Source: an optimization exercise on an open RTL-to-GDS flow (aim: small area, a short achievable clock period and few clock cycles). Production flows keep margins and buffers that such runs may drop.
Where RTL was checked, it was by simulation tests only, not by an equivalence proof against the original.
For runs 1 and 2, only the layout was checked, not whether the RTL still works.
Power figures rest on the tool's default switching activity, not on a simulated workload.

--- run.sh ---
#!/bin/bash
# synth_recipe.tcl (not shown) runs the flow's synth.tcl, then flattens the netlist and writes it again
# the make line also repeats each setting of config.mk as NAME=value (left out here)
make -C /OpenROAD-flow-scripts/flow DESIGN_CONFIG=/design/flow/config.mk WORK_HOME=/design/flow/orfs CLKGATE_MAP_FILE= SYNTH_SCRIPT=/design/flow/synth_recipe.tcl finish
--- config.mk ---
export PLATFORM = sky130hd
export DESIGN_NAME = level_lut_remapper
export DESIGN_NICKNAME = level_lut_remapper
export VERILOG_FILES = /design/flow/design.v
export SDC_FILE = /design/flow/constraint.sdc
export NUM_CORES = 4
export LEC_CHECK = 0
export CAP_MARGIN = 20
export CORE_MARGIN = 2
export CORE_UTILIZATION = 50
export PLACE_DENSITY = 0.65
export SLEW_MARGIN = 20
--- constraint.sdc ---
create_clock -name core_clock -period 12.0 [get_ports {clk}]
set_input_delay 2.4000 -clock core_clock [delete_from_list [all_inputs] [get_ports {clk}]]
set_output_delay 2.4000 -clock core_clock [all_outputs]
set_load 0.01 [all_outputs]
--- design.v ---
module level_lut_remapper (
    input  wire        clk,
    input  wire        rst,
    input  wire        cmd_valid,
    output wire        cmd_ready,
    input  wire [63:0] cmd_data,
    output reg         rsp_valid,
    output wire [63:0] rsp_data,
    output reg         mem_valid,
    output reg         mem_we,
    output wire [31:0] mem_addr,
    output reg  [3:0]  mem_wstrb,
    output reg  [31:0] mem_wdata,
    input  wire        mem_ready,
    input  wire [31:0] mem_rdata
);
    wire [7:0]  c_op  = cmd_data[63:56];
    wire [7:0]  c_reg = cmd_data[55:48];
    wire [31:0] c_imm = cmd_data[31:0];
    wire        z_nz  = |cmd_data[47:32];
    wire        rg_nz = |c_reg;
    wire        imm_hi_nz = |c_imm[31:8];
    wire        imm_nz    = imm_hi_nz | (|c_imm[7:0]);
    wire op_wr  = (c_op == 8'h01);
    wire op_rd  = (c_op == 8'h02);
    wire op_lut = (c_op == 8'h03);
    wire op_bld = (c_op == 8'h04);
    wire op_lv  = (c_op == 8'h10);
    wire op_up  = (c_op == 8'h11);
    wire c_legal = !z_nz && (op_wr || (op_rd && !imm_nz) ||
                             (op_lut && !rg_nz && !imm_hi_nz) ||
                             ((op_bld || op_lv || op_up) && !rg_nz && !imm_nz));
    wire reg_known = (c_reg[7:5] == 3'd0) &&
                     (c_reg[4] ? (c_reg[3:0] <= 4'd13) : (c_reg[3:0] <= 4'd12));
    wire ok_lvp = !(|c_imm[31:17]) && !(c_imm[16] && (|c_imm[15:0]));    
    wire ok_fmt = !(|c_imm[31:2]);
    wire ok_16  = !(|c_imm[31:16]);
    wire ok_sh  = !(|c_imm[31:4]);
    wire ok_sw  = !(|c_imm[31:1]);
    reg range_bad;
    always @(*) begin
        case (c_reg)
            8'h00, 8'h01, 8'h02, 8'h03: range_bad = !ok_lvp;
            8'h08:                      range_bad = !ok_fmt;
            8'h10, 8'h13, 8'h14:        range_bad = !ok_16;
            8'h11:                      range_bad = !ok_sh;
            8'h12:                      range_bad = !ok_sw;
            default:                    range_bad = 1'b0;
        endcase
    end
    reg         idle;
    wire        acc   = cmd_valid && idle;
    wire        wbase = acc && op_wr && !z_nz;
    wire [31:0] wdat = rst ? 32'd0 : c_imm;
    reg  [31:0] wok;
    always @(*) begin
        wok = 32'hFFFFFFFF;
        wok[5'h00] = ok_lvp; wok[5'h01] = ok_lvp; wok[5'h02] = ok_lvp; wok[5'h03] = ok_lvp;
        wok[5'h08] = ok_fmt;
        wok[5'h10] = ok_16;  wok[5'h13] = ok_16;  wok[5'h14] = ok_16;
        wok[5'h11] = ok_sh;
        wok[5'h12] = ok_sw;
    end
    wire [31:0] wen;
    genvar gi;
    generate
        for (gi = 0; gi < 32; gi = gi + 1) begin : g_wen
            assign wen[gi] = rst || (wbase && (c_reg == gi) && wok[gi]);
        end
    endgenerate
    reg [16:0] lv_a, lv_b, lv_p, lv_q;
    reg [31:0] lv_w, lv_h, lv_is, lv_os;
    reg [1:0]  lv_fmt;
    reg [31:0] lv_sb, lv_ss, lv_db, lv_ds;
    reg [15:0] up_off;
    reg [3:0]  up_sh;
    reg        up_swap;
    reg [15:0] up_lm, up_cm;
    reg [31:0] up_w, up_h, up_is, up_os, up_lay;
    reg [31:0] up_sb, up_ss, up_db, up_ds;
    always @(posedge clk) begin
        if (wen[5'h00]) lv_a    <= wdat[16:0];
        if (wen[5'h01]) lv_b    <= wdat[16:0];
        if (wen[5'h02]) lv_p    <= wdat[16:0];
        if (wen[5'h03]) lv_q    <= wdat[16:0];
        if (wen[5'h04]) lv_w    <= wdat;
        if (wen[5'h05]) lv_h    <= wdat;
        if (wen[5'h06]) lv_is   <= wdat;
        if (wen[5'h07]) lv_os   <= wdat;
        if (wen[5'h08]) lv_fmt  <= wdat[1:0];
        if (wen[5'h09]) lv_sb   <= wdat;
        if (wen[5'h0A]) lv_ss   <= wdat;
        if (wen[5'h0B]) lv_db   <= wdat;
        if (wen[5'h0C]) lv_ds   <= wdat;
        if (wen[5'h10]) up_off  <= wdat[15:0];
        if (wen[5'h11]) up_sh   <= wdat[3:0];
        if (wen[5'h12]) up_swap <= wdat[0];
        if (wen[5'h13]) up_lm   <= wdat[15:0];
        if (wen[5'h14]) up_cm   <= wdat[15:0];
        if (wen[5'h15]) up_w    <= wdat;
        if (wen[5'h16]) up_h    <= wdat;
        if (wen[5'h17]) up_is   <= wdat;
        if (wen[5'h18]) up_os   <= wdat;
        if (wen[5'h19]) up_lay  <= wdat;
        if (wen[5'h1A]) up_sb   <= wdat;
        if (wen[5'h1B]) up_ss   <= wdat;
        if (wen[5'h1C]) up_db   <= wdat;
        if (wen[5'h1D]) up_ds   <= wdat;
    end
    localparam [3:0] S_VA   = 4'd0;    
    localparam [3:0] S_VB   = 4'd1;    
    localparam [3:0] S_VC   = 4'd2;    
    localparam [3:0] S_VD   = 4'd3;    
    localparam [3:0] S_MUL  = 4'd4;    
    localparam [3:0] S_CHK  = 4'd5;    
    localparam [3:0] S_CHK2 = 4'd6;    
    localparam [3:0] S_RUN  = 4'd7;    
    localparam [3:0] S_LUT  = 4'd8;    
    localparam [3:0] S_LUT1 = 4'd9;    
    localparam [3:0] S_LUT2 = 4'd10;   
    localparam [3:0] S_LUT3 = 4'd11;   
    localparam [3:0] S_RD   = 4'd12;   
    reg [3:0]  st;
    reg        unp;                    
    reg        m_lv, m_tb;             
    reg [4:0]  rsel;                   
    assign cmd_ready = idle;
    reg  [1:0]  rsp_st;
    assign rsp_data = {6'd0, rsp_st, 24'd0, mem_wdata};
    function [7:0] byte255;
        input [16:0] x;
        reg   [8:0]  h;
        reg   [7:0]  l;
        reg          c;
        begin
            h = x[16:8];
            l = x[7:0];
            c = (h > {1'b0, l}) || ((h == {1'b0, l}) && (l != 8'd0));
            h = h - {8'd0, c};
            byte255 = h[7:0];
        end
    endfunction
    wire [7:0]  lo_in  = byte255(lv_a);
    wire [7:0]  hi_in  = byte255(lv_b);
    wire [7:0]  lo_out = byte255(lv_p);
    wire [7:0]  hi_out = byte255(lv_q);
    reg  [31:0] dm;                    
    reg  [16:0] drem;
    reg  [16:0] dvs;                   
    reg  [5:0]  dcnt;
    reg  [1:0]  dph;                   
    reg         dbusy;
    reg         neg;                   
    reg  [17:0] dx, dy;
    always @(*) begin
        case (dph)
            2'd1:    begin dx = {1'b0, lv_b}; dy = {1'b0, lv_a}; end
            2'd2:    begin dx = {1'b0, lv_q}; dy = {1'b0, lv_p}; end
            2'd3:    begin dx = {1'b0, lv_p}; dy = {1'b0, lv_q}; end
            default: begin dx = {drem, dm[31]}; dy = {1'b0, dvs}; end
        endcase
    end
    wire [18:0] dsub = {1'b0, dx} - {1'b0, dy};
    wire        d_take = !dsub[18];
    wire [31:0] fW  = unp ? up_w  : lv_w;
    wire [31:0] fH  = unp ? up_h  : lv_h;
    wire [31:0] fIS = unp ? up_is : lv_is;
    wire [31:0] fOS = unp ? up_os : lv_os;
    wire [31:0] fSB = unp ? up_sb : lv_sb;
    wire [31:0] fSS = unp ? up_ss : lv_ss;
    wire [31:0] fDB = unp ? up_db : lv_db;
    wire [31:0] fDS = unp ? up_ds : lv_ds;
    reg [31:0] reg_rdval;
    always @(*) begin
        case (rsel)
            5'h00: reg_rdval = {15'd0, lv_a};
            5'h01: reg_rdval = {15'd0, lv_b};
            5'h02: reg_rdval = {15'd0, lv_p};
            5'h03: reg_rdval = {15'd0, lv_q};
            5'h04, 5'h15: reg_rdval = fW;
            5'h05, 5'h16: reg_rdval = fH;
            5'h06, 5'h17: reg_rdval = fIS;
            5'h07, 5'h18: reg_rdval = fOS;
            5'h08: reg_rdval = {30'd0, lv_fmt};
            5'h09, 5'h1A: reg_rdval = fSB;
            5'h0A, 5'h1B: reg_rdval = fSS;
            5'h0B, 5'h1C: reg_rdval = fDB;
            5'h0C, 5'h1D: reg_rdval = fDS;
            5'h10: reg_rdval = {16'd0, up_off};
            5'h11: reg_rdval = {28'd0, up_sh};
            5'h12: reg_rdval = {31'd0, up_swap};
            5'h13: reg_rdval = {16'd0, up_lm};
            5'h14: reg_rdval = {16'd0, up_cm};
            5'h19: reg_rdval = up_lay;
            default: reg_rdval = 32'd0;
        endcase
    end
    function [1:0] mod3;
        input [31:0] v;
        integer k;
        reg [6:0] s;
        begin
            s = 7'd0;
            for (k = 0; k < 16; k = k + 1)
                s = s + {5'd0, v[2*k +: 2]};
            s = s % 7'd3;
            mod3 = s[1:0];
        end
    endfunction
    wire lay_tb = (up_lay == 32'd1);
    wire lay_ib = (up_lay == 32'd2);
    wire e4 = unp && !lay_tb && !lay_ib;
    wire e5 = unp && lay_tb && (mod3(up_w) != 2'd0);
    wire e6 = (|fIS[1:0]) || (|fOS[1:0]);
    wire e8 = (|fSB[1:0]) || (|fDB[1:0]);
    function [4:0] msb32;
        input [31:0] v;
        integer k;
        begin
            msb32 = 5'd0;
            for (k = 0; k < 32; k = k + 1)
                if (v[k]) msb32 = k[4:0];
        end
    endfunction
    reg  [4:0]  hidx;                 
    reg         hb;                   
    reg         hdone, hz;
    reg         ovs, ovd;
    reg         f7, f9, f10, f11;
    reg  [31:0] srow, drow;           
    reg  [29:0] sp, dp;               
    reg  [31:0] pc;                   
    reg  [31:0] rows;                 
    reg         tph;                  
    reg         rd_done;
    reg  [9:0]  thold;                
    reg  [19:0] q0, q1, q2;           
    reg         q0v, q1v, q2v;
    reg  [1:0]  q0t, q1t, q2t;        
    reg  [15:0] sa;                   
    reg         sav;
    reg  [1:0]  sat;
    reg         sa_below, sa_ramp;
    reg  [16:0] sb;                   
    reg         sbv;
    reg  [1:0]  sbt;
    reg         sb_below, sb_ramp;
    reg  [15:0] sc;                   
    reg         scv;
    reg  [1:0]  sct;
    reg         sc_below, sc_ramp;
    reg  [23:0] pk;                   
    reg  [1:0]  pos;
    reg         wr_eor, wr_eof;
    assign mem_addr = {(mem_we ? dp : sp), 2'b00};
    wire adv     = !mem_valid || mem_ready;
    wire rd_fire = mem_valid && !mem_we && mem_ready;
    wire wr_fire = mem_valid && mem_we && mem_ready;
    wire        pc_le2 = (pc[31:2] == 30'd0) && (pc[1:0] != 2'd3);
    wire        w_two  = m_tb ? tph : (pc != 32'd1);
    wire        w_eor  = pc_le2 && (!m_tb || tph);
    wire        w_eof  = w_eor && (rows == 32'd1);
    wire [31:0] pc_dec = pc - ((m_tb && !tph) ? 32'd1 : 32'd2);
    wire [15:0] lh0 = lv_fmt[0] ? {mem_rdata[7:0],   mem_rdata[15:8]}  : mem_rdata[15:0];
    wire [15:0] lh1 = lv_fmt[0] ? {mem_rdata[23:16], mem_rdata[31:24]} : mem_rdata[31:16];
    reg  [19:0] it0, it1;
    always @(*) begin
        if (m_lv) begin
            it0 = {4'd0, lh0};
            it1 = {4'd0, lh1};
        end else if (m_tb) begin
            it0 = tph ? {mem_rdata[9:0], thold} : mem_rdata[19:0];
            it1 = mem_rdata[29:10];
        end else begin
            it0 = {2'd0, mem_rdata[15:8],  2'd0, mem_rdata[7:0]};
            it1 = {2'd0, mem_rdata[31:24], 2'd0, mem_rdata[23:16]};
        end
    end
    wire [1:0]  wtag  = {w_eof, w_eor};
    wire [1:0]  npush = rd_fire ? (w_two ? 2'd2 : 2'd1) : 2'd0;
    wire [1:0]  nrem      = {1'b0, q1v} + {1'b0, q2v};
    wire [2:0]  nq_after  = {1'b0, nrem} + {1'b0, npush};
    wire        rd_done_n = rd_done || (rd_fire && w_eof);
    wire        tph_n     = m_tb && (rd_fire ? !tph : tph);
    wire        need1     = m_tb && !tph_n;
    wire        room      = need1 ? (nq_after <= 3'd3) : (nq_after <= 3'd2);
    wire [15:0] s0  = q0[15:0];
    wire [15:0] u0  = s0 ^ 16'h8000;
    wire        u0z = (u0[7:0] == 8'd0);
    wire [7:0]  idx_sg = u0[15:8] - {7'd0, (u0z && (u0[15:8] != 8'd0))};
    wire        sgn  = lv_fmt[1] && (st != S_LUT);
    wire [7:0]  idx  = sgn ? idx_sg : s0[15:8];
    wire [8:0]  kx   = {1'b0, idx} - {1'b0, lo_in};
    wire        below0 = kx[8];
    wire        ramp0  = (idx < hi_in);
    wire [9:0]  ch_in = up_swap ? q0[19:10] : q0[9:0];
    wire [9:0]  lu_in = up_swap ? q0[9:0]   : q0[19:10];
    wire [15:0] ct    = ({6'd0, ch_in} + up_off) & up_cm;
    wire [15:0] lt    = ({6'd0, lu_in} + up_off) & up_lm;
    wire [15:0] lts   = lt << up_sh;
    wire [15:0] comb  = ct | lts;
    wire [24:0] plo   = sa[7:0] * dm[15:0] + {17'd0, sa[7:0]};
    wire [24:0] phi   = sb[7:0] * dm[31:16] + {16'd0, sb[16:8]};
    wire [7:0]  tq    = sc[7:0];
    wire [7:0]  rampv = neg ? (lo_out - tq) : (lo_out + tq);
    wire [7:0]  lvb   = sc_below ? lo_out : (sc_ramp ? rampv : hi_out);
    wire [15:0] od    = m_lv ? {8'd0, lvb} : sc;
    wire [2:0]  pos_end  = {1'b0, pos} + (m_lv ? 3'd1 : 3'd2);
    wire        complete = scv && (pos_end[2] || sct[0]);
    wire [7:0]  pb0 = (pos == 2'd0) ? od[7:0] : pk[7:0];
    wire [7:0]  pb1 = (pos == 2'd1) ? od[7:0] : ((pos == 2'd0 && !m_lv) ? od[15:8] : pk[15:8]);
    wire [7:0]  pb2 = (pos == 2'd2) ? od[7:0] : pk[23:16];
    wire [7:0]  pb3 = (pos == 2'd3) ? od[7:0] : od[15:8];
    wire [3:0]  pstrb = pos_end[2] ? 4'b1111 :
                        (pos_end[1:0] == 2'd1) ? 4'b0001 :
                        (pos_end[1:0] == 2'd2) ? 4'b0011 : 4'b0111;
    wire        rd_next = !complete && !rd_done_n && room && !(m_lv && dbusy);
    wire        dbl    = (st == S_VB) || (st == S_MUL);
    reg  [31:0] sopd, dopd;
    always @(*) begin
        case (st)
            S_VC:    begin sopd = ~fW;  dopd = ~fW;  end
            S_VD:    begin sopd = fSS;  dopd = fDS;  end
            S_CHK:   begin sopd = ~fSS; dopd = ~fDS; end
            S_MUL:   begin sopd = hb ? fIS : 32'd0; dopd = hb ? fOS : 32'd0; end
            default: begin sopd = fIS;  dopd = fOS;  end
        endcase
    end
    wire        cin    = (st == S_VC);
    wire [33:0] s_add  = (dbl ? {1'b0, srow, 1'b0} : {2'b0, srow}) + {2'b0, sopd} + {33'd0, cin};
    wire [33:0] d_add  = (dbl ? {1'b0, drow, 1'b0} : {2'b0, drow}) + {2'b0, dopd} + {33'd0, cin};
    wire [4:0]  hmsb   = msb32(fH);
    wire [4:0]  hnext  = (st == S_VD) ? (hmsb - 5'd1) : (hidx - 5'd1);
    always @(posedge clk) begin
        if (rst) begin
            idle      <= 1'b1;
            st        <= S_VA;
            rsp_valid <= 1'b0;
            mem_valid <= 1'b0;
            mem_we    <= 1'b0;
            dbusy     <= 1'b0;
            dph       <= 2'd0;
            neg       <= 1'b0;
            q0v       <= 1'b0;
            q1v       <= 1'b0;
            q2v       <= 1'b0;
            sav       <= 1'b0;
            sbv       <= 1'b0;
            scv       <= 1'b0;
        end else begin
            rsp_valid <= 1'b0;
            if (dbusy) begin
                case (dph)
                2'd1: begin
                    dvs <= dsub[16:0];
                    dph <= 2'd2;
                end
                2'd2, 2'd3: begin
                    if (dph == 2'd2 && !d_take) begin
                        dph <= 2'd3;
                    end else begin
                        neg  <= (dph == 2'd3);
                        dm   <= {dsub[7:0], 24'd0};
                        drem <= {8'd0, dsub[16:8]};
                        dcnt <= 6'd0;
                        dph  <= 2'd0;
                    end
                end
                default: begin
                    drem <= d_take ? dsub[16:0] : dx[16:0];
                    dm   <= {dm[30:0], d_take};
                    dcnt <= dcnt + 6'd1;
                    if (dcnt == 6'd31) dbusy <= 1'b0;
                end
                endcase
            end
            if (acc) begin
                rsp_st    <= 2'd0;
                mem_wdata <= 32'd0;
                if (!c_legal) begin
                    rsp_valid <= 1'b1; rsp_st <= 2'd1; mem_wdata <= 32'd1;
                end else if (op_wr) begin
                    rsp_valid <= 1'b1;
                    if (!reg_known) begin
                        rsp_st <= 2'd1; mem_wdata <= 32'd2;
                    end else if (range_bad) begin
                        rsp_st <= 2'd1; mem_wdata <= 32'd3;
                    end else if (c_reg[7:2] == 6'd0) begin
                        dbusy <= 1'b1;
                        dph   <= 2'd1;
                    end
                end else if (op_rd) begin
                    if (!reg_known) begin
                        rsp_valid <= 1'b1; rsp_st <= 2'd1; mem_wdata <= 32'd2;
                    end else begin
                        idle <= 1'b0;
                        st   <= S_RD;
                        rsel <= c_reg[4:0];
                        unp  <= c_reg[4];
                    end
                end else if (op_lut) begin
                    idle     <= 1'b0;
                    st       <= S_LUT;
                    q0[15:8] <= c_imm[7:0];
                end else if (op_bld) begin
                    rsp_valid <= 1'b1;
                end else begin
                    idle <= 1'b0;
                    st   <= S_VA;
                    unp  <= op_up;
                end
            end
            if (!idle) begin
                case (st)
                S_RD: begin
                    rsp_valid <= 1'b1;
                    mem_wdata <= reg_rdval;
                    idle      <= 1'b1;
                end
                S_LUT: begin
                    if (!dbusy || below0 || !ramp0) begin
                        sa       <= {8'd0, kx[7:0]};
                        sa_below <= below0;
                        sa_ramp  <= ramp0;
                        st       <= S_LUT1;
                    end
                end
                S_LUT1: begin
                    sb       <= {plo[24:16], sa[7:0]};
                    sb_below <= sa_below;
                    sb_ramp  <= sa_ramp;
                    st       <= S_LUT2;
                end
                S_LUT2: begin
                    sc       <= {8'd0, phi[15:8]};
                    sc_below <= sb_below;
                    sc_ramp  <= sb_ramp;
                    st       <= S_LUT3;
                end
                S_LUT3: begin
                    rsp_valid <= 1'b1;
                    mem_wdata <= {24'd0, lvb};
                    idle      <= 1'b1;
                end
                S_VA: begin
                    rsp_st <= 2'd1;
                    if (e4 || e5 || e6) begin
                        rsp_valid <= 1'b1;
                        idle      <= 1'b1;
                        mem_wdata <= e4 ? 32'd4 : e5 ? 32'd5 : 32'd6;
                    end else begin
                        srow <= (unp && lay_tb) ? fIS : {1'b0, fIS[31:1]};
                        drow <= unp ? {1'b0, fOS[31:1]} : fOS;
                        st   <= (unp && lay_tb) ? S_VB : S_VC;
                    end
                end
                S_VB: begin
                    srow <= {1'b0, s_add[33:3]};
                    st   <= S_VC;
                end
                S_VC: begin
                    f7   <= !s_add[32] || !d_add[32];
                    srow <= fSB;
                    drow <= fDB;
                    st   <= S_VD;
                end
                S_VD: begin
                    rsp_st <= 2'd1;
                    if (f7) begin
                        rsp_valid <= 1'b1; idle <= 1'b1; mem_wdata <= 32'd7;
                    end else if (e8) begin
                        rsp_valid <= 1'b1; idle <= 1'b1; mem_wdata <= 32'd8;
                    end else begin
                        f9    <= (s_add[32] && (|s_add[31:0])) || (d_add[32] && (|d_add[31:0]));
                        srow  <= fIS;
                        drow  <= fOS;
                        ovs   <= 1'b0;
                        ovd   <= 1'b0;
                        hz    <= (fH == 32'd0);
                        hdone <= (fH[31:1] == 31'd0);
                        hidx  <= hnext;
                        hb    <= fH[hnext];
                        st    <= S_MUL;
                    end
                end
                S_MUL: begin
                    rsp_st <= 2'd0;
                    if (f9) begin
                        rsp_valid <= 1'b1; idle <= 1'b1; rsp_st <= 2'd1; mem_wdata <= 32'd9;
                    end else if (hz) begin
                        rsp_valid <= 1'b1; idle <= 1'b1;
                    end else if (hdone) begin
                        st <= S_CHK;
                    end else begin
                        srow  <= s_add[31:0];
                        drow  <= d_add[31:0];
                        ovs   <= ovs || s_add[33] || s_add[32];
                        ovd   <= ovd || d_add[33] || d_add[32];
                        hidx  <= hnext;
                        hb    <= fH[hnext];
                        hdone <= (hidx == 5'd0);
                    end
                end
                S_CHK: begin
                    f10 <= ovs || s_add[32];
                    f11 <= ovd || d_add[32];
                    st  <= S_CHK2;
                end
                S_CHK2: begin
                    rsp_st <= 2'd2;
                    if (f10) begin
                        rsp_valid <= 1'b1; idle <= 1'b1; mem_wdata <= 32'd1;
                    end else if (f11) begin
                        rsp_valid <= 1'b1; idle <= 1'b1; mem_wdata <= 32'd2;
                    end else if (fW == 32'd0) begin
                        rsp_valid <= 1'b1; idle <= 1'b1; rsp_st <= 2'd0;
                    end else begin
                        rsp_st  <= 2'd0;
                        st      <= S_RUN;
                        m_lv    <= !unp;
                        m_tb    <= unp && lay_tb;
                        srow    <= fSB;
                        drow    <= fDB;
                        sp      <= fSB[31:2];
                        dp      <= fDB[31:2];
                        pc      <= fW;
                        rows    <= fH;
                        tph     <= 1'b0;
                        rd_done <= 1'b0;
                        q0v     <= 1'b0;
                        q1v     <= 1'b0;
                        q2v     <= 1'b0;
                        sav     <= 1'b0;
                        sbv     <= 1'b0;
                        scv     <= 1'b0;
                        pos     <= 2'd0;
                        mem_valid <= unp || !dbusy;
                        mem_we    <= 1'b0;
                    end
                end
                S_RUN: begin
                    if (adv) begin
                        if (rd_fire) begin
                            if (w_eor && !w_eof) begin
                                srow <= s_add[31:0];
                                sp   <= s_add[31:2];
                                pc   <= fW;
                                rows <= rows - 32'd1;
                            end else begin
                                sp <= sp + 30'd1;
                                pc <= pc_dec;
                            end
                            if (m_tb) begin
                                tph <= !tph && !w_eor;
                                if (!tph) thold <= mem_rdata[29:20];
                            end
                        end
                        rd_done <= rd_done_n;
                        if (q2v) begin
                            q0  <= q1;  q0t <= q1t;  q0v <= 1'b1;
                            q1  <= q2;  q1t <= q2t;  q1v <= 1'b1;
                            q2  <= it0; q2t <= w_two ? 2'b00 : wtag;
                            q2v <= (npush != 2'd0);
                        end else if (q1v) begin
                            q0  <= q1;  q0t <= q1t;  q0v <= 1'b1;
                            q1  <= it0; q1t <= w_two ? 2'b00 : wtag;
                            q1v <= (npush != 2'd0);
                            q2  <= it1; q2t <= wtag;
                            q2v <= (npush == 2'd2);
                        end else begin
                            q0  <= it0; q0t <= w_two ? 2'b00 : wtag;
                            q0v <= (npush != 2'd0);
                            q1  <= it1; q1t <= wtag;
                            q1v <= (npush == 2'd2);
                            q2v <= 1'b0;
                        end
                        sav      <= q0v;
                        sat      <= q0t;
                        sa       <= m_lv ? {8'd0, kx[7:0]} : comb;
                        sa_below <= below0;
                        sa_ramp  <= ramp0;
                        sbv      <= sav;
                        sbt      <= sat;
                        sb       <= m_lv ? {plo[24:16], sa[7:0]} : {1'b0, sa};
                        sb_below <= sa_below;
                        sb_ramp  <= sa_ramp;
                        scv      <= sbv;
                        sct      <= sbt;
                        sc       <= m_lv ? {8'd0, phi[15:8]} : sb[15:0];
                        sc_below <= sb_below;
                        sc_ramp  <= sb_ramp;
                        if (scv) begin
                            if (complete) begin
                                mem_wdata <= {pb3, pb2, pb1, pb0};
                                mem_wstrb <= pstrb;
                                wr_eor    <= sct[0];
                                wr_eof    <= sct[1];
                                pos       <= 2'd0;
                            end else begin
                                pk  <= {pb2, pb1, pb0};
                                pos <= pos_end[1:0];
                            end
                        end
                        if (wr_fire) begin
                            if (wr_eor) begin
                                drow <= d_add[31:0];
                                dp   <= d_add[31:2];
                            end else
                                dp <= dp + 30'd1;
                            if (wr_eof) begin
                                rsp_valid <= 1'b1;
                                rsp_st    <= 2'd0;
                                mem_wdata <= 32'd0;
                                idle      <= 1'b1;
                            end
                        end
                        mem_valid <= complete || rd_next;
                        mem_we    <= complete;
                    end
                end
                default: ;
                endcase
            end
        end
    end
endmodule
==> run_results.csv, run 1 <==
group,metric,value,unit
status,status,"complete, no violations",
grt,grt_max_degree,126,
synth,synth_top_family_by_area,"compound AO/OA/AOI/OAI gates",
power_and_ir_drop,power_density,142.4,nW/µm²
layout,layout.nets,7871,
floorplanning,dieArea,154300,µm²
layout,regArea,34990,µm²
cts,root_buffer,"clkbuf_16",
grt,grt_pass1_wl,421.7,mm
cts,cts_setup_buffers,0,
sta,period_share,0.7347,
synth,synth_largest_area_cell,"edfxtp_1",
sta,skew,0.03787,ns
layout,multi_input_area,37750,µm²
sta,post-route-min-period,8.817,ns
floorplanning,initial_core_util,0.5039,
layout,fin_util,0.5655,
synth,synth.ff_latch_count,1171,
setup_path,cp-start-kind,"flop",
floorplanning,core_area,150000,µm²
cts,hold_buffers,0,
synth,synth_compound_area_frac,0.1426,
routing,drc,0,
synth,synth-simple-area-share,0.1358,
sta,setup_viol,0,
synth,synth-xor-area-share,0.03242,
setup_path,setup.worst_path.end_class,"flop",
cts,cts.path.max_buffers,3,
routing,drt_iter0_drc,9588,
sta,max_freq,0.1134,GHz
synth,ys_seq_area_frac,0.4630,
grt,antenna_found_initial,17,
sta,relSlewSlack,0.1021,
synth,synth_top_area_frac,0.4582,
synth,synth_flop_cell,"edfxtp_1",
routing,vias_per_cell,6.602,
cts,numCtsBuffers,136,
sta,rsz0062_at_grt,"no",
synth,ys_types,103,
synth,postSynthAreaPerCell,10.52,µm²
setup_path,crit_arrival,9.22,ns
sta,slew_violations,0,
grt,overflow,0,
sta,hold_viol_final,0,
synth,synthMuxAreaShare,0.08388,
cts,cts_tree,"yes",
cts,cts_resized,0,
floorplanning,row_count,142,
place,port_buffers,202,
cts,path_clk_slew,0.07,ns
min_path,hp-class,"reg2reg",
sta,tightest_slew,1.309,ns
cts,htreeDepth,4,
power_and_ir_drop,peakVddDrop,0.0003508,V
synth,synth_common_cells,"edfxtp_1, nand2_1, nor2_1, a21oi_1, inv_1",
sta,setup-tns-final,0,ns
synth,syn_inst,7182,
grt,grt_use_total,0.3830,
power_and_ir_drop,p_leak,30.82,nW
floorplanning,die_y,392.8,µm
synth,ys_warn_count,1,
synth,synthTopCellsByArea,"edfxtp_1, fa_1, ha_1",
cts,clock_latency,0.80,ns
place,dp_hpwl,218.8,mm
setup_path,required,12.40,ns
synth,synth_fa_ha_area_frac,0.09580,
layout,n_fill_cell,12960,
setup_path,cp_max_fo,32,
routing,first_pass_iters,7,
routing,wl_per_cell,31.74,µm
job,drv_cap,0,
floorplanning,fp.dieW,392.8,µm
layout,area.growth.synth_to_final,12.22,%
synth,synthArstFlopShare,0,
grt,grt_pass1_vias,57950,
place,routabilityCongestion,1.067,
synth,yosysMostFrequentCell,"edfxtp_1",
setup_path,crit_type,"reg2reg",
routing,wl,299.6,mm
routing,vias,62320,
synth,synth_area,75560,µm²
routing,ant_nets,0,
layout,layout-drive-gt1-share,0.1049,
cts,cts.sinks,1171,
synth,synth-edff-count,1153,
floorplanning,ioPinCount,236,
## stage by stage
step / power (W) / hold WS (ns) / cells / area (µm²) / setup WS, ns
6_report: 0.01208 / 0.4053 / 9439 / 84800 / 3.183
5_1_grt: 0.01251 / 0.4103 / 9435 / 84790 / 2.796
4_1_cts: 0.01200 / 0.3949 / 9433 / 84720 / 3.203
3_5_place_dp: 0.007775 / 0.4045 / 9186 / 80170 / 3.247
3_3_place_gp: 0.007717 / 0.4011 / 9186 / 80170 / 3.361
2_1_floorplan: 0.006772 / 0.4003 / 7213 / 75680 / 2.775
## final cells by class
type | instances | share of cell area
Clock inverter | 85 | 0.01146
Antenna cell | 4 | 0.0001180
Tap cell | 2016 | 0.02975
Clock buffer | 162 | 0.04214
Sequential cell | 1171 | 0.4126
Timing Repair Buffer | 389 | 0.04090
Inverter | 404 | 0.01791
Multi-Input combinational cell | 5208 | 0.4451
## path summary, 6_finish.rpt
| path | start | endpoint | slack [ns] | cells past startpoint |
|---|---|---|---|---|
| max | up_w[27] | drow[19] | 3.18 | 23 |
| min | sb_ramp | sc_ramp | 0.41 | 0 |
| max reg2reg | up_w[27] | drow[19] | 3.18 | 23 |
| min reg2reg | sb_ramp | sc_ramp | 0.41 | 0 |
## per-layer routing
| metal | track usage | vias up | routed length (µm) |
|---|---|---|---|
| li1 | - | 26610 | - |
| met2 | 0.5277 | 4342 | 121000 |
| met3 | 0.1285 | 610 | 43790 |
| met1 | 0.5511 | 30760 | 120700 |
| met5 | 0 | - | 51 |
| met4 | 0.1523 | 8 | 14070 |
## critical path, cell delays in order, from the launching register on
cell	delay, ns
edfxtp_1	0.46
inv_1	0.11
fa_1	0.44
fa_1	0.50
inv_1	0.05
fa_1	0.48
fa_1	0.59
fa_1	0.43
ha_1	0.23
fa_1	0.47
a21o_1	0.21
a21oi_2	0.27
xor2_1	0.11
o211ai_1	0.33
a21o_1	0.17
nand2_1	0.05
ha_1	0.22
or4b_2	0.61
a21o_1	0.19
a31oi_1	0.39
nor3_1	0.14
o21ai_0	0.69
and3_1	0.32
and3_2	0.88
## report_power, final
part | internal [W] | switching [W] | leakage, nW | total (W)
combinational | 0.00106 | 0.00183 | 17.6 | 0.00290
clock | 0.00241 | 0.00186 | 2.19 | 0.00427
sequential | 0.00473 | 0.000177 | 11.0 | 0.00491
total | 0.00820 | 0.00387 | 30.8 | 0.0121
## cells in the final DEF, fill, tap and decap left out, types with 23 or more instances in the layout
master	Yosys	final
nor2_1	573	563
clkinv_2	0	23
a22oi_1	52	51
a21o_1	60	60
nor3_1	122	106
o22ai_1	78	78
edfxtp_1	1153	1153
a221oi_1	55	55
nand4_1	42	42
nor2b_1	107	89
or3_1	30	30
clkinv_1	4	23
o21ai_0	381	356
fa_1	196	196
inv_1	399	398
o21bai_1	27	27
xnor2_1	167	167
a221o_1	24	24
clkbuf_16	0	138
clkdlybuf4s50_1	0	201
buf_4	79	185
a211oi_1	69	68
and3_1	54	51
nand2b_1	57	57
mux4_2	58	58
ha_1	265	265
a21oi_1	500	498
o21a_1	28	28
a31oi_1	51	51
o221ai_1	42	42
mux2i_1	302	298
nand3_1	106	103
mux2_2	176	176
xor2_1	109	109
o211ai_1	89	89
o31ai_1	26	26
conb_1	2	33
nor4_1	74	70
and2_1	133	133
nand2_1	817	815
## cells by family after synthesis
kind of cell | count (synthesis)
adders and majority gates | 461
buffers and inverters | 834
AOI/OAI and AO/OA | 1685
muxes | 538
and+or+nand+nor | 2213
DFF | 1171
other | 2
xor gates and xnor gates | 278
==> run 2, diff against run 1 <==
--- a/design.v
+++ b/design.v
@@ -196,14 +196,23 @@
         endcase
     end
+    function [1:0] m3add;
+        input [1:0] a, b;
+        reg   [2:0] t;
+        begin
+            t = {1'b0, a} + {1'b0, b};
+            m3add = (t >= 3'd3) ? (t[1:0] - 2'd3) : t[1:0];
+        end
+    endfunction
     function [1:0] mod3;
         input [31:0] v;
         integer k;
-        reg [6:0] s;
+        reg [1:0] d [0:15];
         begin
-            s = 7'd0;
             for (k = 0; k < 16; k = k + 1)
-                s = s + {5'd0, v[2*k +: 2]};
-            s = s % 7'd3;
-            mod3 = s[1:0];
+                d[k] = (v[2*k +: 2] == 2'd3) ? 2'd0 : v[2*k +: 2];
+            for (k = 0; k < 8; k = k + 1) d[k] = m3add(d[2*k], d[2*k+1]);
+            for (k = 0; k < 4; k = k + 1) d[k] = m3add(d[2*k], d[2*k+1]);
+            for (k = 0; k < 2; k = k + 1) d[k] = m3add(d[2*k], d[2*k+1]);
+            mod3 = m3add(d[0], d[1]);
         end
     endfunction
@@ -499,5 +508,5 @@
                         hidx  <= hnext;
                         hb    <= fH[hnext];
-                        hdone <= (hidx == 5'd0);
+                        if (hidx == 5'd0) st <= S_CHK;
                     end
                 end
--- a/config.mk
+++ b/config.mk
@@ -10,3 +10,4 @@
 export CORE_UTILIZATION = 50
 export PLACE_DENSITY = 0.65
+export SETUP_SLACK_MARGIN = 5
 export SLEW_MARGIN = 20
==> run_results.csv, run 2 <==
group,metric,value,unit
setup_path,rr_worst_depth,30,
cts,path_clk_slew,0.06,ns
floorplanning,dieArea,154100,µm²
synth,synth_largest_area_cell,"edfxtp_1",
setup_path,rr_startpoint,"up_w[27]",
min_path,min_path_cells,0,
sta,setup-tns-final,0,ns
setup_path,r2r_slack,4.37,ns
synth,ys_types,102,
place,dp_hpwl,209.2,mm
setup_path,cp_common_cell,"ha_2",
cts,root_buffer,"clkbuf_16",
grt,grt_max_degree,114,
setup_path,critPathLaunch,"up_w[27]",
layout,layout_commonest_cell,"edfxtp_1",
setup_path,cp_max_fo,8,
floorplanning,core_area,149800,µm²
grt,grt_pass1_vias,57660,
layout,final_cell_mix,"edfxtp_1, nand2_1, nor2_1",
cts,clock_latency,0.82,ns
routing,drc,0,
layout,final_area,85390,µm²
place,port_buffers,202,
grt,grt_pass1_wl,410.2,mm
routing,wl_per_cell,30.89,µm
sta,slew_violations,0,
floorplanning,die_y,392.5,µm
synth,synth_flop_cell,"edfxtp_1",
cts,cts.sinks,1171,
job,drv_cap,0,
status,status,"complete, no violations",
layout,layout-drive-gt1-share,0.1095,
sta,rsz0062_at_grt,"yes",
synth,synth-edff-count,1153,
routing,vias_per_cell,6.595,
layout,n_fill_cell,12740,
synth,synth_common_cells,"edfxtp_1, nand2_1, nor2_1, a21oi_1, o21ai_0",
synth,postSynthAreaPerCell,10.55,µm²
place,placed_cells,9145,
synth,synthArstFlopShare,0,
routing,drt_iter0_drc,9719,
synth,syn_inst,7151,
synth,synthTopCellsByArea,"edfxtp_1, fa_1, mux2i_1",
grt,grt_use_total,0.3713,
setup_path,slowest_stage,"edfxtp_1",
routing,vias,62290,
sta,period_share,0.6359,
setup_path,crit_type,"reg2reg",
power_and_ir_drop,peakVddDrop,0.0007553,V
cts,cts.path.max_buffers,3,
min_path,hp-class,"reg2reg",
synth,ys_warn_count,2,
synth,synth_top_area_frac,0.4588,
sta,post-route-min-period,7.630,ns
min_path,worstHoldStart,"sat[0]",
cts,cts_tree,"yes",
layout,area.growth.synth_to_final,13.15,%
power_and_ir_drop,p_leak,32.79,nW
synth,ys_seq_area_frac,0.4635,
min_path,whs_endpoint,"sbt[0]",
floorplanning,row_count,142,
sta,max_freq,0.1311,GHz
sta,setup_viol,0,
cts,htreeDepth,4,
sta,relSlewSlack,0.1415,
setup_path,critical_path.max_stage_delay,0.47,ns
synth,yosysMostFrequentCell,"edfxtp_1",
sta,tightest_slew,1.252,ns
place,placed_area,80020,µm²
layout,layout.nets,7880,
synth,synth_area,75470,µm²
layout,finalNonFillerCells,9445,
place,routabilityCongestion,1.075,
floorplanning,fp.dieW,392.5,µm
cts,numCtsBuffers,137,
setup_path,r2r-end,"mem_wdata[21]",
power_and_ir_drop,power_density,141.7,nW/µm²
routing,first_pass_iters,7,
setup_path,required,12.56,ns
routing,wl,291.7,mm
setup_path,setup.worst_path.end_class,"flop",
sta,hold_viol_final,0,
grt,overflow,0,
floorplanning,initial_core_util,0.5039,
setup_path,cp-start-kind,"flop",
floorplanning,ioPinCount,236,
sta,skew,0.03039,ns
grt,antenna_found_initial,20,
routing,ant_nets,0,
synth,synth.ff_latch_count,1171,
setup_path,crit_arrival,8.19,ns
==> run 2: cell count changes after synthesis, moves of 17 or more <==
cell,before,now
nand3_1,106,128
nor2_1,573,525
xnor2_1,167,148
nand2_1,817,800
nor2b_1,107,137
ha_1,265,285
o21ai_1,4,29
inv_1,399,347
mux2i_1,302,357
mux2_2,176,150
a221o_1,24,46
o22ai_1,78,105
a21oi_1,500,476
==> run 2: critical path, delay by kind of cell, from the launching register on <==
family / cells / cell delay, ns
buffers and inverters: 3 / 0.42
adder cells (fa/ha/maj): 12 / 3.42
flip-flops: 1 / 0.47
AND/OR/NAND/NOR: 7 / 1.57
AO/OA/AOI/OAI: 7 / 1.30
multiplexers: 1 / 0.21
==> run 2: how the worst max path moves through the flow <==
stage                                to  slack, ns  cells after the start
after floorplan                 drow[0]       4.58                     27
after global placement    mem_wdata[31]       3.80                     28
after detailed placement  mem_wdata[31]       3.65                     28
after CTS                      drow[14]       4.49                     29
after global routing      mem_wdata[15]       4.22                     30
final                     mem_wdata[21]       4.37                     30
==> run 2: layout make-up <==
class	instances	area [µm²]	share of cell area
clock inverter	86	868.3	0.01017
sequential	1171	34990	0.4098
tap	2016	2522	0.02954
antenna	5	12.51	0.0001465
clock buffer	167	3646	0.04270
inverter	354	1330	0.01558
timing repair buffer	424	3998	0.04681
multi-input combinational	5222	38030	0.4453
==> run 2: per-stage QoR <==
| stage | setup slack, ns | utilization | power [W] | hold WS, ns |
|---|---|---|---|---|
| after floorplan | 4.576 | - | 0.006485 | 0.4003 |
| after detailed placement | 3.651 | 0.5343 | 0.007421 | 0.4045 |
| after global placement | 3.802 | 0.5339 | 0.007381 | 0.4056 |
| after global routing | 4.216 | 0.5701 | 0.01247 | 0.4203 |
| final | 4.370 | 0.5701 | 0.01210 | 0.4190 |
| after CTS | 4.488 | 0.5678 | 0.01189 | 0.4124 |
==> run 2: per-layer routing <==
layer	track usage	share of wire	vias up
met1	0.5234	0.40	30530
met4	0.1399	0.044	20
met3	0.1557	0.16	634
met5	0	0.00051	-
met2	0.5038	0.40	4365
li1	-	-	26740
==> run 2: cell families (layout without fill, tap and decap cells) <==
| family | after synthesis | after routing | share of synthesized area |
|---|---|---|---|
| AOI/OAI and AO/OA | 1680 | 1680 | 0.1429 |
| other | 2 | 38 | 0.00009951 |
| muxes | 562 | 562 | 0.08540 |
| buffers and inverters | 789 | 1031 | 0.04385 |
| adders and majority gates | 471 | 471 | 0.09645 |
| DFF | 1171 | 1171 | 0.4635 |
| and+or+nand+nor | 2218 | 2218 | 0.1376 |
| xor gates and xnor gates | 258 | 258 | 0.03014 |
==> run 2: report_power, final <==
part	total (W)	internal (W)	switching, W
clock network	0.00429	0.00244	0.00184
registers	0.00489	0.00472	0.000169
logic	0.00292	0.00122	0.00170
==> run 2: repair_timing <==
item                                    CTS  global route
hold buffers                              0             0
endpoints found under the setup margin  101           105
pin swaps                                26             9
setup buffers                            26             6
resized for setup                        68            33
cloned                                    3             7
==> run 3, diff against run 2 <==
--- a/design.v
+++ b/design.v
@@ -78,4 +78,5 @@
     reg [15:0] up_lm, up_cm;
     reg [31:0] up_w, up_h, up_is, up_os, up_lay;
+    reg        w3bad;
     reg [31:0] up_sb, up_ss, up_db, up_ds;
     always @(posedge clk) begin
@@ -99,4 +100,5 @@
         if (wen[5'h14]) up_cm   <= wdat[15:0];
         if (wen[5'h15]) up_w    <= wdat;
+        if (wen[5'h15]) w3bad   <= (mod3(wdat) != 2'd0);    
         if (wen[5'h16]) up_h    <= wdat;
         if (wen[5'h17]) up_is   <= wdat;
@@ -141,8 +143,5 @@
         end
     endfunction
-    wire [7:0]  lo_in  = byte255(lv_a);
-    wire [7:0]  hi_in  = byte255(lv_b);
-    wire [7:0]  lo_out = byte255(lv_p);
-    wire [7:0]  hi_out = byte255(lv_q);
+    reg  [7:0]  lo_in, hi_in, lo_out, hi_out;
     reg  [31:0] dm;                    
     reg  [16:0] drem;
@@ -198,8 +197,11 @@
     function [1:0] m3add;
         input [1:0] a, b;
-        reg   [2:0] t;
         begin
-            t = {1'b0, a} + {1'b0, b};
-            m3add = (t >= 3'd3) ? (t[1:0] - 2'd3) : t[1:0];
+            case ({a, b})
+                4'b0000: m3add = 2'd0;  4'b0001: m3add = 2'd1;  4'b0010: m3add = 2'd2;
+                4'b0100: m3add = 2'd1;  4'b0101: m3add = 2'd2;  4'b0110: m3add = 2'd0;
+                4'b1000: m3add = 2'd2;  4'b1001: m3add = 2'd0;  4'b1010: m3add = 2'd1;
+                default: m3add = 2'd0;
+            endcase
         end
     endfunction
@@ -220,5 +222,5 @@
     wire lay_ib = (up_lay == 32'd2);
     wire e4 = unp && !lay_tb && !lay_ib;
-    wire e5 = unp && lay_tb && (mod3(up_w) != 2'd0);
+    wire e5 = unp && lay_tb && w3bad;
     wire e6 = (|fIS[1:0]) || (|fOS[1:0]);
     wire e8 = (|fSB[1:0]) || (|fDB[1:0]);
@@ -233,5 +235,6 @@
     endfunction
     reg  [4:0]  hidx;                 
-    reg         hb;                   
+    reg  [31:0] os_r, od_r;           
+    reg         dbl_r, cin_r;         
     reg         hdone, hz;
     reg         ovs, ovd;
@@ -262,5 +265,7 @@
     reg  [1:0]  pos;
     reg         wr_eor, wr_eof;
-    assign mem_addr = {(mem_we ? dp : sp), 2'b00};
+    wire [29:0] acur = mem_we ? dp : sp;    
+    wire [29:0] ainc = acur + 30'd1;        
+    assign mem_addr = {acur, 2'b00};
     wire adv     = !mem_valid || mem_ready;
     wire rd_fire = mem_valid && !mem_we && mem_ready;
@@ -325,20 +330,7 @@
                         (pos_end[1:0] == 2'd2) ? 4'b0011 : 4'b0111;
     wire        rd_next = !complete && !rd_done_n && room && !(m_lv && dbusy);
-    wire        dbl    = (st == S_VB) || (st == S_MUL);
-    reg  [31:0] sopd, dopd;
-    always @(*) begin
-        case (st)
-            S_VC:    begin sopd = ~fW;  dopd = ~fW;  end
-            S_VD:    begin sopd = fSS;  dopd = fDS;  end
-            S_CHK:   begin sopd = ~fSS; dopd = ~fDS; end
-            S_MUL:   begin sopd = hb ? fIS : 32'd0; dopd = hb ? fOS : 32'd0; end
-            default: begin sopd = fIS;  dopd = fOS;  end
-        endcase
-    end
-    wire        cin    = (st == S_VC);
-    wire [33:0] s_add  = (dbl ? {1'b0, srow, 1'b0} : {2'b0, srow}) + {2'b0, sopd} + {33'd0, cin};
-    wire [33:0] d_add  = (dbl ? {1'b0, drow, 1'b0} : {2'b0, drow}) + {2'b0, dopd} + {33'd0, cin};
-    wire [4:0]  hmsb   = msb32(fH);
-    wire [4:0]  hnext  = (st == S_VD) ? (hmsb - 5'd1) : (hidx - 5'd1);
+    wire [33:0] s_add  = (dbl_r ? {1'b0, srow, 1'b0} : {2'b0, srow}) + {2'b0, os_r} + {33'd0, cin_r};
+    wire [33:0] d_add  = (dbl_r ? {1'b0, drow, 1'b0} : {2'b0, drow}) + {2'b0, od_r} + {33'd0, cin_r};
+    wire [4:0]  hnext  = hidx - 5'd1;
     always @(posedge clk) begin
         if (rst) begin
@@ -350,4 +342,8 @@
             dbusy     <= 1'b0;
             dph       <= 2'd0;
+            lo_in     <= 8'd0;
+            hi_in     <= 8'd0;
+            lo_out    <= 8'd0;
+            hi_out    <= 8'd0;
             neg       <= 1'b0;
             q0v       <= 1'b0;
@@ -362,6 +358,10 @@
                 case (dph)
                 2'd1: begin
-                    dvs <= dsub[16:0];
-                    dph <= 2'd2;
+                    dvs    <= dsub[16:0];
+                    dph    <= 2'd2;
+                    lo_in  <= byte255(lv_a);
+                    hi_in  <= byte255(lv_b);
+                    lo_out <= byte255(lv_p);
+                    hi_out <= byte255(lv_q);
                 end
                 2'd2, 2'd3: begin
@@ -428,5 +428,5 @@
                 end
                 S_LUT: begin
-                    if (!dbusy || below0 || !ramp0) begin
+                    if (!dbusy || (dph != 2'd1 && (below0 || !ramp0))) begin
                         sa       <= {8'd0, kx[7:0]};
                         sa_below <= below0;
@@ -459,18 +459,29 @@
                         mem_wdata <= e4 ? 32'd4 : e5 ? 32'd5 : 32'd6;
                     end else begin
-                        srow <= (unp && lay_tb) ? fIS : {1'b0, fIS[31:1]};
-                        drow <= unp ? {1'b0, fOS[31:1]} : fOS;
-                        st   <= (unp && lay_tb) ? S_VB : S_VC;
+                        srow  <= (unp && lay_tb) ? fIS : {1'b0, fIS[31:1]};
+                        drow  <= unp ? {1'b0, fOS[31:1]} : fOS;
+                        hidx  <= msb32(fH) - 5'd1;
+                        dbl_r <= unp && lay_tb;
+                        cin_r <= !(unp && lay_tb);
+                        os_r  <= (unp && lay_tb) ? fIS : ~fW;
+                        od_r  <= ~fW;
+                        st    <= (unp && lay_tb) ? S_VB : S_VC;
                     end
                 end
                 S_VB: begin
-                    srow <= {1'b0, s_add[33:3]};
-                    st   <= S_VC;
+                    srow  <= {1'b0, s_add[33:3]};
+                    dbl_r <= 1'b0;
+                    cin_r <= 1'b1;
+                    os_r  <= ~fW;
+                    st    <= S_VC;
                 end
                 S_VC: begin
-                    f7   <= !s_add[32] || !d_add[32];
-                    srow <= fSB;
-                    drow <= fDB;
-                    st   <= S_VD;
+                    f7    <= !s_add[32] || !d_add[32];
+                    srow  <= fSB;
+                    drow  <= fDB;
+                    cin_r <= 1'b0;
+                    os_r  <= fSS;
+                    od_r  <= fDS;
+                    st    <= S_VD;
                 end
                 S_VD: begin
@@ -488,6 +499,7 @@
                         hz    <= (fH == 32'd0);
                         hdone <= (fH[31:1] == 31'd0);
-                        hidx  <= hnext;
-                        hb    <= fH[hnext];
+                        dbl_r <= 1'b1;
+                        os_r  <= fH[hidx] ? fIS : 32'd0;
+                        od_r  <= fH[hidx] ? fOS : 32'd0;
                         st    <= S_MUL;
                     end
@@ -500,5 +512,8 @@
                         rsp_valid <= 1'b1; idle <= 1'b1;
                     end else if (hdone) begin
-                        st <= S_CHK;
+                        dbl_r <= 1'b0;
+                        os_r  <= ~fSS;
+                        od_r  <= ~fDS;
+                        st    <= S_CHK;
                     end else begin
                         srow  <= s_add[31:0];
@@ -507,12 +522,21 @@
                         ovd   <= ovd || d_add[33] || d_add[32];
                         hidx  <= hnext;
-                        hb    <= fH[hnext];
-                        if (hidx == 5'd0) st <= S_CHK;
+                        if (hidx == 5'd0) begin
+                            dbl_r <= 1'b0;
+                            os_r  <= ~fSS;
+                            od_r  <= ~fDS;
+                            st    <= S_CHK;
+                        end else begin
+                            os_r  <= fH[hnext] ? fIS : 32'd0;
+                            od_r  <= fH[hnext] ? fOS : 32'd0;
+                        end
                     end
                 end
                 S_CHK: begin
-                    f10 <= ovs || s_add[32];
-                    f11 <= ovd || d_add[32];
-                    st  <= S_CHK2;
+                    f10  <= ovs || s_add[32];
+                    f11  <= ovd || d_add[32];
+                    os_r <= fIS;
+                    od_r <= fOS;
+                    st   <= S_CHK2;
                 end
                 S_CHK2: begin
@@ -557,5 +581,5 @@
                                 rows <= rows - 32'd1;
                             end else begin
-                                sp <= sp + 30'd1;
+                                sp <= ainc;
                                 pc <= pc_dec;
                             end
@@ -616,5 +640,5 @@
                                 dp   <= d_add[31:2];
                             end else
-                                dp <= dp + 30'd1;
+                                dp <= ainc;
                             if (wr_eof) begin
                                 rsp_valid <= 1'b1;
--- a/config.mk
+++ b/config.mk
@@ -8,6 +8,5 @@
 export CAP_MARGIN = 20
 export CORE_MARGIN = 2
-export CORE_UTILIZATION = 50
-export PLACE_DENSITY = 0.65
-export SETUP_SLACK_MARGIN = 5
+export CORE_UTILIZATION = 40
+export PLACE_DENSITY = 0.55
 export SLEW_MARGIN = 20
==> run_results.csv, run 3 <==
group,metric,value,unit
power_and_ir_drop,design_power_total,0.01138,W
cts,cts_setup_buffers,0,
synth,synth_largest_area_cell,"edfxtp_1",
synth,synthTopCellsByArea,"edfxtp_1, mux2i_1, fa_1",
floorplanning,fp.dieW,449.6,µm
cts,root_buffer,"clkbuf_16",
setup_path,crit_type,"reg2reg",
layout,fin_util,0.4561,
sta,hold_viol_final,0,
cts,cts.sinks,1269,
place,port_buffers,202,
routing,wl,326.8,mm
synth,ys_seq_area_frac,0.4735,
setup_path,r2r_slack,5.50,ns
synth,syn_inst,7439,
floorplanning,die_y,449.6,µm
synth,ys_types,109,
setup_path,rr_worst_depth,16,
place,routabilityCongestion,1.007,
sta,relSlewSlack,0.09681,
synth,synth.ff_latch_count,1269,
place,dp_hpwl,243.8,mm
synth,synth_common_cells,"edfxtp_1, nand2_1, nor2_1, a21oi_1, inv_1",
layout,area.growth.synth_to_final,13.37,%
sta,rsz0062_at_grt,"no",
floorplanning,core_area,197400,µm²
min_path,min_path_cells,0,
cts,path_clk_slew,0.06,ns
sta,slew_violations,0,
synth,synth_area,79430,µm²
cts,htreeDepth,4,
routing,vias,64560,
sta,setup-tns-final,0,ns
grt,grt_use_total,0.3137,
setup_path,setup.worst_path.end_class,"flop",
synth,synth_flop_cell,"edfxtp_1",
cts,hold_buffers,0,
cts,clock_latency,0.83,ns
floorplanning,ioPinCount,236,
power_and_ir_drop,p_leak,33.27,nW
routing,first_pass_iters,6,
setup_path,slowest_stage,"buf_4",
floorplanning,row_count,163,
status,status,"complete, no violations",
setup_path,cp-start-kind,"flop",
sta,setup_viol,0,
min_path,whs_endpoint,"sat[1]",
sta,skew,0.04364,ns
grt,grt_pass1_wl,454.9,mm
setup_path,path_cells,"buf_4 -> mux4_2 -> inv_1 -> ha_1 -> nor2b_1 -> o21ai_1 -> a21boi_1 -> o21ai_1 -> a21boi_1 -> o22ai_1 -> o2111ai_1 -> nor3b_1 -> o31a_1 -> nor3_1 -> a2111oi_2 -> buf_4",
layout,layout_commonest_cell,"edfxtp_1",
sta,post-route-min-period,6.500,ns
synth,synth-edff-count,1219,
routing,wl_per_cell,31.64,µm
layout,layout.nets,8091,
routing,drc,0,
floorplanning,initial_core_util,0.4023,
layout,final_cell_mix,"edfxtp_1, nand2_1, nor2_1",
setup_path,rr_startpoint,"dph[1]",
job,drv_cap,0,
floorplanning,dieArea,202100,µm²
synth,yosysMostFrequentCell,"edfxtp_1",
cts,numCtsBuffers,146,
setup_path,required,12.43,ns
grt,antenna_found_initial,43,
synth,synth_top_area_frac,0.4609,
sta,max_freq,0.1539,GHz
grt,overflow,0,
min_path,worstHoldStart,"q0t[1]",
power_and_ir_drop,peakVddDrop,0.0001686,V
grt,grt_pass1_vias,59480,
min_path,hp-class,"reg2reg",
setup_path,critical_path.max_stage_delay,0.77,ns
synth,postSynthAreaPerCell,10.68,µm²
sta,tightest_slew,1.317,ns
synth,ys_warn_count,2,
power_and_ir_drop,power_density,126.4,nW/µm²
synth,synthArstFlopShare,0,
cts,cts_tree,"yes",
setup_path,r2r-end,"dm[19]",
grt,grt_max_degree,139,
cts,cts.path.max_buffers,3,
sta,period_share,0.5417,
setup_path,cp_max_fo,59,
cts,cts_resized,0,
setup_path,crit_arrival,6.93,ns
layout,layout-drive-gt1-share,0.1130,
routing,vias_per_cell,6.250,
routing,ant_nets,0,
routing,drt_iter0_drc,9663,
[run 3: cell count changes in the layout (fill, tap and decap cells not counted), moves of 46 or more]
| cell | before | now |
|---|---|---|
| nand3_1 | 127 | 81 |
| nand2_1 | 781 | 672 |
| nor2_1 | 512 | 566 |
| edfxtp_1 | 1153 | 1219 |
| a211oi_1 | 63 | 124 |
| inv_1 | 346 | 408 |
| mux2_2 | 149 | 232 |
| a31oi_1 | 39 | 88 |
[run 3: routing by layer]
metal / global-route usage / part of all wire
met1: 0.4581 / 0.43
met4: 0.1038 / 0.037
met5: 0.002841 / 0.00075
met3: 0.1210 / 0.14
met2: 0.4191 / 0.39
[run 3: power breakdown]
| part | switching [W] | internal, W |
|---|---|---|
| Clock | 0.00199 | 0.00271 |
| Combinational | 0.000957 | 0.000442 |
| Sequential | 0.000181 | 0.00510 |
| Total | 0.00313 | 0.00825 |
[run 3: area by class of cell]
class,instances,area [µm²]
fill,18350,107400
multi-input combinational,5300,38750
sequential,1269,37610
clock buffer,173,3891
timing repair buffer,415,3789
tap,2640,3303
inverter,418,1572
clock inverter,97,1091
antenna,16,40.04
[run 3: metrics by stage]
step	hold WS [ns]	cells	cell area, µm²	setup slack [ns]
floorplan	0.4003	7470	79540	0.8707
global placement	0.4034	10030	84760	5.109
detailed placement	0.4071	10030	84830	4.973
CTS	0.4196	10300	89810	5.613
global route	0.4362	10320	90020	5.055
finish	0.4214	10330	90050	5.500
[run 3: worst max-delay path by stage]
stage                     cells past startpoint   start  slack (ns)  endpoint
final                                        16  dph[1]        5.50    dm[19]
after floorplan                              18  dph[0]        0.87   dcnt[0]
after detailed placement                     16     rst        4.97     w3bad
after global placement                       16     rst        5.11     w3bad
after CTS                                    16  dph[1]        5.61    dm[19]
after global routing                         16  dph[1]        5.06    dm[20]
[run 3: kinds of logic after synthesis]
group                    count (synthesis)  synth area share
AO/OA/AOI/OAI                         1895            0.1556
XOR/XNOR                               248           0.02744
adder cells (fa/ha/maj)                441           0.08554
buffers and inverters                  901           0.04701
flip-flops                            1269            0.4735
multiplexers                           622           0.08913
other                                    2        0.00009455
AND/OR/NAND/NOR                       2061            0.1217
[run 3: critical path: cells and delay by family, from the launching register on]
kind	cells	cell delay (ns)
compound gates	8	2.26
fa+ha+maj	1	0.19
buf+inv	3	1.45
flops	1	0.72
mux	1	0.59
simple gates	3	0.78
Testbench counts of run 3, summed over its fixed seeds: cycles 23,821.
==> run 4, diff against run 3 <==
--- a/design.v
+++ b/design.v
@@ -258,5 +258,5 @@
     reg  [1:0]  sbt;
     reg         sb_below, sb_ramp;
-    reg  [15:0] sc;                   
+    reg  [7:0]  sc;                   
     reg         scv;
     reg  [1:0]  sct;
@@ -316,10 +316,12 @@
     wire [24:0] plo   = sa[7:0] * dm[15:0] + {17'd0, sa[7:0]};
     wire [24:0] phi   = sb[7:0] * dm[31:16] + {16'd0, sb[16:8]};
-    wire [7:0]  tq    = sc[7:0];
+    wire [7:0]  tq    = sc;
     wire [7:0]  rampv = neg ? (lo_out - tq) : (lo_out + tq);
     wire [7:0]  lvb   = sc_below ? lo_out : (sc_ramp ? rampv : hi_out);
-    wire [15:0] od    = m_lv ? {8'd0, lvb} : sc;
+    wire        pv    = m_lv ? scv : sav;
+    wire [1:0]  pt    = m_lv ? sct : sat;
+    wire [15:0] od    = m_lv ? {8'd0, lvb} : sa;
     wire [2:0]  pos_end  = {1'b0, pos} + (m_lv ? 3'd1 : 3'd2);
-    wire        complete = scv && (pos_end[2] || sct[0]);
+    wire        complete = pv && (pos_end[2] || pt[0]);
     wire [7:0]  pb0 = (pos == 2'd0) ? od[7:0] : pk[7:0];
     wire [7:0]  pb1 = (pos == 2'd1) ? od[7:0] : ((pos == 2'd0 && !m_lv) ? od[15:8] : pk[15:8]);
@@ -442,5 +444,5 @@
                 end
                 S_LUT2: begin
-                    sc       <= {8'd0, phi[15:8]};
+                    sc       <= phi[15:8];
                     sc_below <= sb_below;
                     sc_ramp  <= sb_ramp;
@@ -615,18 +617,18 @@
                         sbv      <= sav;
                         sbt      <= sat;
-                        sb       <= m_lv ? {plo[24:16], sa[7:0]} : {1'b0, sa};
+                        sb       <= {plo[24:16], sa[7:0]};
                         sb_below <= sa_below;
                         sb_ramp  <= sa_ramp;
                         scv      <= sbv;
                         sct      <= sbt;
-                        sc       <= m_lv ? {8'd0, phi[15:8]} : sb[15:0];
+                        sc       <= phi[15:8];
                         sc_below <= sb_below;
                         sc_ramp  <= sb_ramp;
-                        if (scv) begin
+                        if (pv) begin
                             if (complete) begin
                                 mem_wdata <= {pb3, pb2, pb1, pb0};
                                 mem_wstrb <= pstrb;
-                                wr_eor    <= sct[0];
-                                wr_eof    <= sct[1];
+                                wr_eor    <= pt[0];
+                                wr_eof    <= pt[1];
                                 pos       <= 2'd0;
                             end else begin
==> run_results.csv, run 4 <==
group,metric,value,unit
status,status,"complete, no violations",
floorplanning,dieArea,200700,µm²
floorplanning,fp.dieW,448.0,µm
setup_path,critical_path.max_stage_delay,0.72,ns
setup_path,slowest_stage,"or4_1",
cts,cts_tree,"yes",
routing,ant_nets,0,
routing,drt_iter0_drc,9210,
synth,synth_flop_cell,"edfxtp_1",
synth,synth_compound_area_frac,0.1508,
setup_path,cp-start-kind,"flop",
place,port_buffers,202,
sta,slew_violations,0,
sta,setup_ws,6.008,ns
layout,final_cell_mix,"edfxtp_1, nand2_1, nor2_1",
cts,cts_resized,0,
place,routabilityCongestion,0.9974,
layout,layout.nets,8003,
place,pre_cts_slack,5.298,ns
synth,synth_largest_area_cell,"edfxtp_1",
layout,layout-drive-gt1-share,0.1179,
cts,path_clk_slew,0.06,ns
sta,period_share,0.4993,
synth,postSynthAreaPerCell,10.76,µm²
sta,skew,0.04107,ns
sta,setup_viol,0,
synth,synthMuxAreaShare,0.09338,
setup_path,path_cells,"buf_4 -> mux2_2 -> ha_1 -> o211ai_1 -> nor2_1 -> o2111ai_1 -> or4_1 -> a31o_2 -> o21ai_2 -> xor2_1 -> buf_4 -> nor4_1 -> nand4b_1 -> or4_1 -> o2bb2ai_1",
power_and_ir_drop,power_density,126.7,nW/µm²
job,drv_cap,0,
layout,layout_commonest_cell,"edfxtp_1",
synth,ys_types,102,
setup_path,setup.worst_path.end_class,"flop",
cts,root_buffer,"clkbuf_16",
synth,synth_area,78850,µm²
setup_path,critPathBufInv,2,
sta,tightest_slew,1.305,ns
min_path,hp-class,"reg2reg",
grt,overflow,0,
grt,grt_pass1_vias,60030,
power_and_ir_drop,p_leak,32.95,nW
synth,ys_warn_count,2,
sta,whs,0.4222,ns
sta,max_freq,0.1669,GHz
cts,clock_latency,0.83,ns
routing,drc,0,
routing,wl_per_cell,31.69,µm
place,dp_hpwl,230.5,mm
power_and_ir_drop,peakVddDrop,0.0001591,V
synth,synth_fa_ha_area_frac,0.08616,
synth,synthArstFlopShare,0,
floorplanning,ioPinCount,236,
synth,syn_inst,7329,
synth,synth_common_cells,"edfxtp_1, nand2_1, nor2_1, a21oi_1, inv_1",
sta,post-route-min-period,5.992,ns
setup_path,required,12.56,ns
sta,setup-tns-final,0,ns
floorplanning,core_area,195400,µm²
setup_path,cp_max_fo,43,
synth,synth.ff_latch_count,1261,
sta,rsz0062_at_grt,"no",
cts,cts_setup_buffers,0,
layout,area.growth.synth_to_final,13.34,%
routing,vias,64080,
synth,yosysMostFrequentCell,"edfxtp_1",
routing,first_pass_iters,9,
cts,numCtsBuffers,148,
grt,grt_use_total,0.3143,
synth,ys_seq_area_frac,0.4739,
setup_path,path_delay_family,"simple AND/OR/NAND/NOR gates",
setup_path,crit_arrival,6.55,ns
synth,synth_top_family_by_area,"compound AO/OA/AOI/OAI gates",
setup_path,crit_type,"reg2reg",
cts,hold_buffers,0,
grt,grt_max_degree,111,
synth,synthTopCellsByArea,"edfxtp_1, fa_1, ha_1",
cts,cts.path.max_buffers,3,
routing,vias_per_cell,6.275,
synth,synth-xor-area-share,0.02677,
floorplanning,die_y,448.0,µm
floorplanning,initial_core_util,0.4035,
cts,cts.sinks,1261,
sta,hold_viol_final,0,
grt,grt_pass1_wl,449.5,mm
grt,antenna_found_initial,28,
cts,htreeDepth,4,
sta,relSlewSlack,0.1298,
floorplanning,row_count,162,
synth,synth-simple-area-share,0.1232,
synth,synth-edff-count,1211,
layout,n_fill_cell,18270,
synth,synth_top_area_frac,0.4612,
routing,wl,323.7,mm
## run 4: power by group
part / internal, W / switching [W] / total (W)
clock: 0.00279 / 0.00197 / 0.00476
combinational: 0.000442 / 0.000864 / 0.00131
sequential: 0.00507 / 0.000186 / 0.00525
total: 0.00830 / 0.00302 / 0.0113
## run 4: cell families after synthesis
logic type,count (synthesis)
AOI/OAI and AO/OA,1819
xor gates and xnor gates,241
adders and majority gates,441
buffers and inverters,874
DFF,1261
muxes,648
other,2
and+or+nand+nor,2043
## run 4: metrics by stage
stage	area (µm²)	cells	utilization	power, W
global placement	84280	9931	0.4313	0.006587
floorplan	78970	7360	-	0.005965
global route	89350	10210	0.4573	0.01159
finish	89360	10210	0.4573	0.01132
detailed placement	84290	9931	0.4314	0.006605
CTS	89260	10200	0.4568	0.01132
## run 4: area by class of cell
| type | instances | area (µm²) | share of cell area |
|---|---|---|---|
| antenna | 12 | 30.03 | 0.0003360 |
| tap | 2624 | 3283 | 0.03674 |
| inverter | 407 | 1530 | 0.01712 |
| timing repair buffer | 419 | 3691 | 0.04130 |
| multi-input combinational | 5225 | 38480 | 0.4306 |
| clock inverter | 81 | 1044 | 0.01168 |
| sequential | 1261 | 37370 | 0.4182 |
| clock buffer | 183 | 3930 | 0.04398 |
## run 4: routing by layer
metal | vias to the layer above | part of all wire | global-route usage | wire, µm
met5 | - | 0.00025 | 0 | 80
met4 | 12 | 0.078 | 0.2066 | 25150
met3 | 897 | 0.094 | 0.06163 | 30460
met2 | 3661 | 0.45 | 0.4858 | 144500
met1 | 31870 | 0.38 | 0.4016 | 123500
li1 | 27640 | - | - | -
## run 4: worst paths after layout
check              start  endpoint  slack (ns)  cells after the start
setup / recovery   dbl_r        f9        6.01                     15
hold / removal    q0t[1]    sat[1]        0.42                      0
setup reg to reg   dbl_r        f9        6.01                     15
hold reg to reg   q0t[1]    sat[1]        0.42                      0
Testbench counts of run 4, summed over its fixed seeds: cycles 23,688.

==> separate check: timing with driven ports <==
The results above use ideal ports. As a check the final layouts listed here were re-extracted and re-timed, cells and wires unchanged. Step 1 assumes that a clkbuf_16 drives the clock port and a buf_2 every other input. Step 2 adds t to the input delays and takes it off the output delays; t is the mean of the earliest and latest rising clock arrival at the registers after step 1. Input paths then give back, and output paths get back, about the clock's delay inside the block. Slacks: ideal ports / drivers / drivers and shift; pairs: ideal ports / drivers.
run | t, ns | setup slack, ns | worst hold slack (ns) | worst data-port slew with drivers (ns)
run 1 | 0.871 | 3.183 / 3.183 / 3.183 | 0.405 / 0.405 / 0.405 | 0.06
run 2 | 0.893 | 4.370 / 4.370 / 4.370 | 0.419 / 0.419 / 0.419 | 0.12
run 3 | 0.906 | 5.500 / 5.500 / 4.964 | 0.421 / 0.421 / 0.421 | 0.19
run 4 | 0.899 | 6.008 / 6.008 / 5.231 | 0.422 / 0.422 / 0.422 | 0.23
After both steps every run listed still meets setup and hold. The setup slack of run 4, which loses most, moves by 0.000 ns with the drivers and by -0.777 ns with both steps.
